This is an optimization exercise on Yosys and OpenROAD, whose aim is small area, not a production implementation.
In this exercise RTL edits were held to simulation tests only and were not proved equivalent to the original.
Power and IR drop assume default switching activity.

`constraint.sdc`:
```
create_clock -name core_clock -period 18.0 [get_ports {clk}]
set_input_delay 3.6000 -clock core_clock [delete_from_list [all_inputs] [get_ports {clk}]]
set_output_delay 3.6000 -clock core_clock [all_outputs]
set_load 0.01 [all_outputs]
```
`design.v`:
```
module mansos_demod (
    input  wire        clk,
    input  wire        rst,           
    input  wire        start,         
    output wire        raw_re,        
    output wire [7:0]  raw_addr,
    input  wire [7:0]  raw_rdata,
    output wire        busy,
    output reg         done,          
    output wire [2:0]  result,
    output wire [1:0]  halt_state,
    output wire [3:0]  bit_len,
    output wire [6:0]  bit_count,
    output wire        over,          
    output wire [3:0]  nbytes,
    output wire [63:0] frame_out
);
    localparam [1:0] S_PRE = 2'd0, S_DELIM = 2'd1, S_DATA = 2'd2;
    localparam [2:0] R_VALID = 3'd1, R_EXHAUSTED = 3'd2, R_BAD_DELIM = 3'd3,
                     R_LENGTH = 3'd5, R_CHECKSUM = 3'd6;
    reg [10:0] F;         
    reg [9:0]  sr;        
    reg [3:0]  sc;        
    reg        ph;        
    reg [1:0]  st;        
    reg        dsub;      
    reg [3:0]  L;         
    reg [2:0]  A;         
    reg [6:0]  bi;        
    reg [47:0] acc;       
    reg [15:0] C;         
    reg        mm;        
    reg [2:0]  res;       
    wire running = (res == 3'd0);
    wire isdata  = st[1];
    assign busy       = running;
    assign result     = res;
    assign halt_state = st;
    assign bit_len    = isdata ? L : 4'd8;
    assign bit_count  = bi;
    wire   validated  = res[2] | ~res[1];
    assign nbytes     = validated ? bi[6:3] : 4'd0;
    assign over       = validated & ~(bi[6] & bi[4]);
    genvar gb, gi;
    generate
        for (gb = 0; gb < 6; gb = gb + 1) begin : g_fb
            for (gi = 0; gi < 8; gi = gi + 1) begin : g_fi
                assign frame_out[8*gb + 7 - gi] = acc[8*gb + gi];
            end
        end
    endgenerate
    assign frame_out[63:48] = C;
    assign raw_re   = running & ~(F[10] & F[9]);
    assign raw_addr = F[10:3];
    wire   smp      = raw_rdata[F[2:0]];
    wire [2:0] pc = {2'd0, sr[4]} + {2'd0, sr[5]} + {2'd0, sr[6]}
                  + {2'd0, sr[7]} + {2'd0, sr[8]} + {2'd0, sr[9]};
    wire [3:0] pc8  = {1'b0, pc} + {3'd0, sr[2]} + {3'd0, sr[3]};
    wire       vote = (pc8 >= 4'd4);
    wire       v    = (A > pc);
    wire       ovr  = ((A == 3'd6) && (pc == 3'd6)) || ((A == 3'd0) && (pc == 3'd0));
    wire locked = A[2];
    wire pol    = ~A[2] | A[0];
    wire e      = isdata ? v : pol;
    reg [2:0] score [0:4];
    reg [2:0] best_s;
    reg [2:0] best_j;
    integer j;
    always @* begin
        for (j = 0; j < 5; j = j + 1)
            score[j] = {2'd0, sr[j] == e} + {2'd0, sr[j+1] == e}
                     + {2'd0, sr[j+2] != e} + {2'd0, sr[j+3] != e};
        best_s = score[0];
        best_j = 3'd0;
        for (j = 1; j < 5; j = j + 1)
            if (score[j] > best_s) begin
                best_s = score[j];
                best_j = j[2:0];
            end
    end
    wire edge_ok = (best_s >= 3'd3);
    wire [4:0] jsum  = {1'b0, L} + {2'd0, best_j};
    wire [3:0] l_new = 4'd6 + {1'b0, jsum[4:2]};
    wire [3:0] l_cur = isdata ? L : l_new;
    wire [3:0] sc_adv = l_cur + {1'b0, best_j} - 4'd2;    
    wire [7:0] nbyte = {acc[41], acc[42], acc[43], acc[44], acc[45], acc[46], acc[47], v};
    reg  [15:0] crc8;
    integer i;
    always @* begin
        crc8 = C ^ {8'd0, nbyte};
        for (i = 0; i < 8; i = i + 1)
            crc8 = crc8[0] ? ((crc8 >> 1) ^ 16'h8408) : (crc8 >> 1);
    end
    wire start_ok = start & ~running;
    wire exh_pre   = (F > 11'd1536);
    wire exh_delim = (F > 11'd1530);
    wire exh_data  = ({1'b0, F} + {7'd0, L, 1'b0} > 12'd1540);
    reg       fin;
    reg [2:0] code;
    always @* begin
        fin  = 1'b0;
        code = R_EXHAUSTED;
        if (running && sc == 4'd0) begin
            case (st)
            S_PRE:   fin = exh_pre;
            S_DELIM: begin
                fin = exh_delim | (~edge_ok & locked);
                if (!exh_delim) code = R_BAD_DELIM;
            end
            default: begin
                if (!dsub) begin
                    fin = exh_data;
                end else if (ovr) begin
                    fin  = 1'b1;
                    code = (bi[6:3] != 4'd8) ? R_LENGTH : (mm ? R_CHECKSUM : R_VALID);
                end else begin
                    fin  = (bi == 7'd79);
                    code = R_LENGTH;
                end
            end
            endcase
        end
    end
    always @(posedge clk) begin
        done <= fin & ~rst;
        if (start_ok)
            res <= 3'd0;
        else if (fin)
            res <= code;
        if (rst)
            res[2] <= 1'b1;
    end
    always @(posedge clk) begin
        if (start_ok) begin
            F    <= 11'd0;
            sc   <= 4'd8;
            ph   <= 1'b0;
            st   <= S_PRE;
            dsub <= 1'b0;
            bi   <= 7'd0;
            C    <= 16'd0;
            mm   <= 1'b0;
        end else if (running) begin
            if (sc != 4'd0) begin
                ph <= ~ph;
                if (ph) begin
                    sr <= {smp, sr[9:1]};
                    F  <= F + 11'd1;
                    sc <= sc - 4'd1;
                end
            end else if (!fin || (isdata && dsub && !ovr)) begin
                case (st)
                S_PRE: begin
                    if (vote) begin
                        st <= S_DELIM;
                        A  <= 3'd0;
                        L  <= 4'd0;
                        sc <= 4'd6;
                    end else begin
                        sc <= 4'd8;
                    end
                end
                S_DELIM: begin
                    if (edge_ok) begin
                        if (!locked) begin
                            A  <= 3'b100;
                            sc <= 4'd6 + {1'b0, best_j};
                        end else if (A[1:0] != 2'd3) begin
                            A[1:0] <= A[1:0] + 2'd1;
                            L      <= jsum[3:0];
                            sc     <= 4'd6 + {1'b0, best_j};
                        end else begin
                            L    <= l_new;
                            st   <= S_DATA;
                            sc   <= sc_adv;
                        end
                    end else begin
                        sc <= 4'd1;
                    end
                end
                default: begin
                    if (!dsub) begin
                        A    <= pc;
                        sc   <= L;
                        dsub <= 1'b1;
                    end else begin
                        dsub <= 1'b0;
                        sc   <= sc_adv;
                        bi   <= bi + 7'd1;
                        if (!bi[6] && !(bi[5] && bi[4])) begin
                            acc <= {v, acc[47:1]};
                            if (bi[2:0] == 3'd7)
                                C <= crc8;
                        end else if (bi[6:4] == 3'b011) begin
                            mm <= mm | (v ^ C[7]);
                            C  <= {C[14:0], C[15]};
                        end
                    end
                end
                endcase
            end
        end
    end
endmodule
```
`run.sh`:
```
#!/bin/bash
# synth_recipe.tcl (not shown) runs the flow's synth.tcl, then flattens the netlist and writes it again
# the make line also repeats each setting of config.mk as NAME=value (left out here)
make -C /OpenROAD-flow-scripts/flow DESIGN_CONFIG=/design/flow/config.mk WORK_HOME=/design/flow/orfs CLKGATE_MAP_FILE= SYNTH_SCRIPT=/design/flow/synth_recipe.tcl finish
```
`config.mk`:
```
export PLATFORM = sky130hd
export DESIGN_NAME = mansos_demod
export DESIGN_NICKNAME = mansos_demod
export VERILOG_FILES = /design/flow/design.v
export SDC_FILE = /design/flow/constraint.sdc
export NUM_CORES = 4
export LEC_CHECK = 0
export CAP_MARGIN = 20
export CORE_MARGIN = 2
export CORE_UTILIZATION = 40
export SLEW_MARGIN = 20
```
==> results.txt <==
[kinds of logic (layout without fill, tap and decap cells)]
| group | after synthesis | count (layout) | synth area share (%) |
|---|---|---|---|
| DFF | 112 | 112 | 42.94 |
| and+or+nand+nor | 224 | 224 | 15.94 |
| buffers and inverters | 75 | 168 | 5.033 |
| xor gates and xnor gates | 52 | 52 | 6.965 |
| AOI/OAI and AO/OA | 142 | 142 | 15.73 |
| adders and majority gates | 58 | 58 | 11.37 |
| muxes | 11 | 11 | 2.025 |
[state kept, by name (all words and copies together) (netlist names)]
name and flops:
F 11, A 3, C 16, mm 1, acc 48, done 1
sc 4, st 2, dsub 1, ph 1, res 3, bi 7
sr 10, L 4
[stage by stage]
step / area, um2 / total power (uW) / utilization [%] / hold WS, ns
after floorplan: 6736 / 722.5 / - / 0.4264
after global placement: 7921 / 832.0 / 47.94 / 0.4311
after detailed placement: 7921 / 839.6 / 47.94 / 0.4357
after CTS: 8263 / 1069 / 50.00 / 0.4545
after global routing: 8263 / 1155 / 50.00 / 0.4628
final: 8263 / 1064 / 50.00 / 0.4518
[layout by cell type, fill, tap and decap left out, drive strengths merged, types with 4 or more instances in the layout]
| cell | synthesis | final |
|---|---|---|
| a211o | 5 | 5 |
| a211oi | 14 | 14 |
| a21o | 6 | 6 |
| a21oi | 33 | 33 |
| and2 | 15 | 15 |
| and3 | 4 | 4 |
| clkbuf | 16 | 10 |
| clkdlybuf4s50 | 0 | 106 |
| clkinv | 0 | 4 |
| dfxtp | 47 | 47 |
| edfxtp | 65 | 65 |
| fa | 6 | 6 |
| ha | 50 | 50 |
| inv | 44 | 45 |
| mux2i | 8 | 8 |
| nand2 | 49 | 49 |
| nand2b | 10 | 10 |
| nand3 | 13 | 13 |
| nand4 | 7 | 7 |
| nor2 | 83 | 83 |
| nor2b | 5 | 5 |
| nor3 | 15 | 15 |
| o211ai | 10 | 10 |
| o21a | 6 | 6 |
| o21ai | 21 | 21 |
| o22ai | 4 | 4 |
| o31ai | 4 | 4 |
| or3 | 7 | 7 |
| xnor2 | 28 | 28 |
| xor2 | 23 | 23 |
[worst min-delay path by stage]
stage | start | to | depth (start not counted)
after CTS | sr[8] | sr[7] | 0
after floorplan | sr[8] | sr[7] | 0
after global routing | acc[31] | acc[30] | 0
final | sr[8] | sr[7] | 0
after global placement | acc[40] | acc[39] | 0
after detailed placement | sr[8] | sr[7] | 0
[cell usage after synthesis (4+ instances only)]
library cell / number / area share (%)
nor2_1: 83 / 4.6
edfxtp_1: 65 / 29
ha_1: 50 / 9.3
nand2_1: 48 / 2.7
dfxtp_1: 47 / 14
inv_1: 44 / 2.5
a21oi_1: 32 / 2.4
xnor2_1: 28 / 3.6
xor2_1: 23 / 3.0
o21ai_0: 19 / 1.4
clkbuf_1: 16 / 0.89
nor3_1: 15 / 1.1
a211oi_1: 14 / 1.6
and2_1: 14 / 1.3
nand3_1: 12 / 0.89
nand2b_1: 10 / 0.93
buf_4: 9 / 1.0
o211ai_1: 9 / 1.0
mux2i_1: 8 / 1.2
nand4_1: 7 / 0.65
or3_1: 7 / 0.65
a21o_1: 6 / 0.67
fa_1: 6 / 1.8
a211o_1: 5 / 0.65
nor2b_1: 5 / 0.46
o21a_1: 5 / 0.56
and3_1: 4 / 0.37
o31ai_1: 4 / 0.45
[report_power, final]
group          internal [uW]  total, uW  switching, uW
registers                275        283           7.56
logic                    226        561            335
clock network            120        221            100
total                    622       1060            443
[routing by layer]
| layer | GRT usage (%) | vias to the layer above |
|---|---|---|
| li1 | - | 2606 |
| met3 | 3.893 | 26 |
| met5 | 0 | - |
| met1 | 22.75 | 2556 |
| met4 | 6.265 | 0 |
| met2 | 29.54 | 133 |
[layout make-up]
class,count,area [um2]
clock inverter,6,91.34
sequential,112,2893
fill,1476,8262
timing repair buffer,108,1076
multi-input combinational,487,3512
inverter,44,165.2
tap,220,275.3
clock buffer,10,250.2
==> qor.yml <==
outcome:
  outcome: "complete, no violations"
worst_setup_path:
  cp_max_fo: 10
  cp-endpoint: "sc[3]"
  crit_start: "sr[4]"
  worst_r2r_path_depth: 49
  cpMaxStageDelayCell: "fa_1"
  r2r-end: "sc[3]"
  r2r_slack_ns: 5.11
  cpPeakStageDelay_ns: 0.56
  cp.required_ns: 18.27
  start_kind: "flop"
  r2r_start: "sr[4]"
  crit_family: "adder cells"
  end_kind: "flop"
  crit_cells: 49
  crit_arrival_ns: 13.16
  worst_path_most_repeated_cell: "ha_1"
  critPathBufInv: 6
  critPathKind: "flop to flop"
layout:
  final_nets: 829
  drive_gt1_share_pct: 5.737
  instances_no_fill: 987
  area_growth_pct: 22.66
  antenna_cells: 0
sta:
  final_max_slew_viol_count: 0
  timing.final.crit_share_pct: 71.60
  fin_skew_ns: 0.009661
  tightest_slew_ns: 0.8910
  hold_viol_final: 0
  max_freq_mhz: 77.60
  rsz0062_at_grt: "false"
  finalSetupViolCount: 0
  final.setup.tns_ns: 0
  fin_crit_ns: 12.89
  finalWorstSetupSlack_ns: 5.113
  maxSlewHeadroom_pct: 40.60
clock_network:
  clk_pin_slew_ns: 0.08
  cts-buffers-inserted: 9
  tritoncts: "yes"
  cts_hold_buffers: 0
  clock-sinks: 112
  cts_max_level: 3
  ctsLongestPathBuffers: 2
  post_cts_buffers: 0
  clk_latency_ns: 0.36
  clockRootBuffer: "clkbuf_16"
  post_cts_resized: 0
global_routing:
  track_usage_pct: 17.72
  grt_pass1_wl_um: 25650
  grt_max_degree: 49
  overflow: 0
  grt_pass1_vias: 5155
  grt_antenna_before_repair: 0
pwr:
  power_density_nw_per_um2: 128.8
  p_leak_uw: 0.003107
  ir_drop_mv: 0.1277
die:
  start_util_pct: 40.77
  die_y_um: 133.8
  core-area_um2: 16520
  dieWidth_um: 133.8
  die_area_um2: 17900
  pin_count: 107
  rows: 47
synthesis:
  ys_seq_area_share_pct: 42.94
  synthCells: 674
  synthesis.area_um2: 6736
  synth_seq_cells: 112
  async_flop_share_pct: 0
  yosysWarnings: 2
  avgSynthCellArea_um2: 9.995
  syn_nets: 741
  synthFlopType: "edfxtp_1"
  yosysUniqueCellTypes: 78
  synth-edff-count: 65
placement:
  io_buffers: 106
  dp.cells: 971
  gpl.final_weighted_congestion: 0.8707
  dp_hpwl_um: 11930
  pre_cts_slack_ns: 5.296
detailed_routing:
  wirelength_met1_um: 7153
  met3_length_um: 699
  drt_iter0_markers: 372
  wl_per_cell_um: 16.06
  vias: 5321
  wl_um: 15850
  drc: 0
  ant_nets: 0
  highest_layer: "met4"
  drt-pass1-iter-count: 5
  met2_length_um: 7649
  vias_per_cell: 5.391
min_path:
  min_path_type: "flop to flop"
run:
  maxCapViolations: 0

[what the ideal ports hide]
Ports are ideal in the flow. The routed layout listed here was re-timed in OpenROAD. Step 1 (the two cells are an assumption about what drives the block):
set clk [get_ports {clk}]
set_driving_cell -lib_cell sky130_fd_sc_hd__clkbuf_16 $clk
set_driving_cell -lib_cell sky130_fd_sc_hd__buf_2 [delete_from_list [all_inputs] $clk]
Step 2 times the ports against the registers' clock, not the clock port: input delays grow and output delays shrink by t, the midpoint of the rising clock arrivals with the driver on. Three values: ideal, step 1, step 2; two values: the first two.
t (ns): 0.396
setup WS [ns]: 5.113 / 5.113 / 5.113
worst setup path at the end: register to register
clock arrival spread, ns: 0.009 / 0.009
slew at the worst register clock pin (ns): 0.08 / 0.08
After both steps setup and hold are still met in this run. The setup slack of this run moves by 0.000 ns with the drivers and by 0.000 ns with both steps.
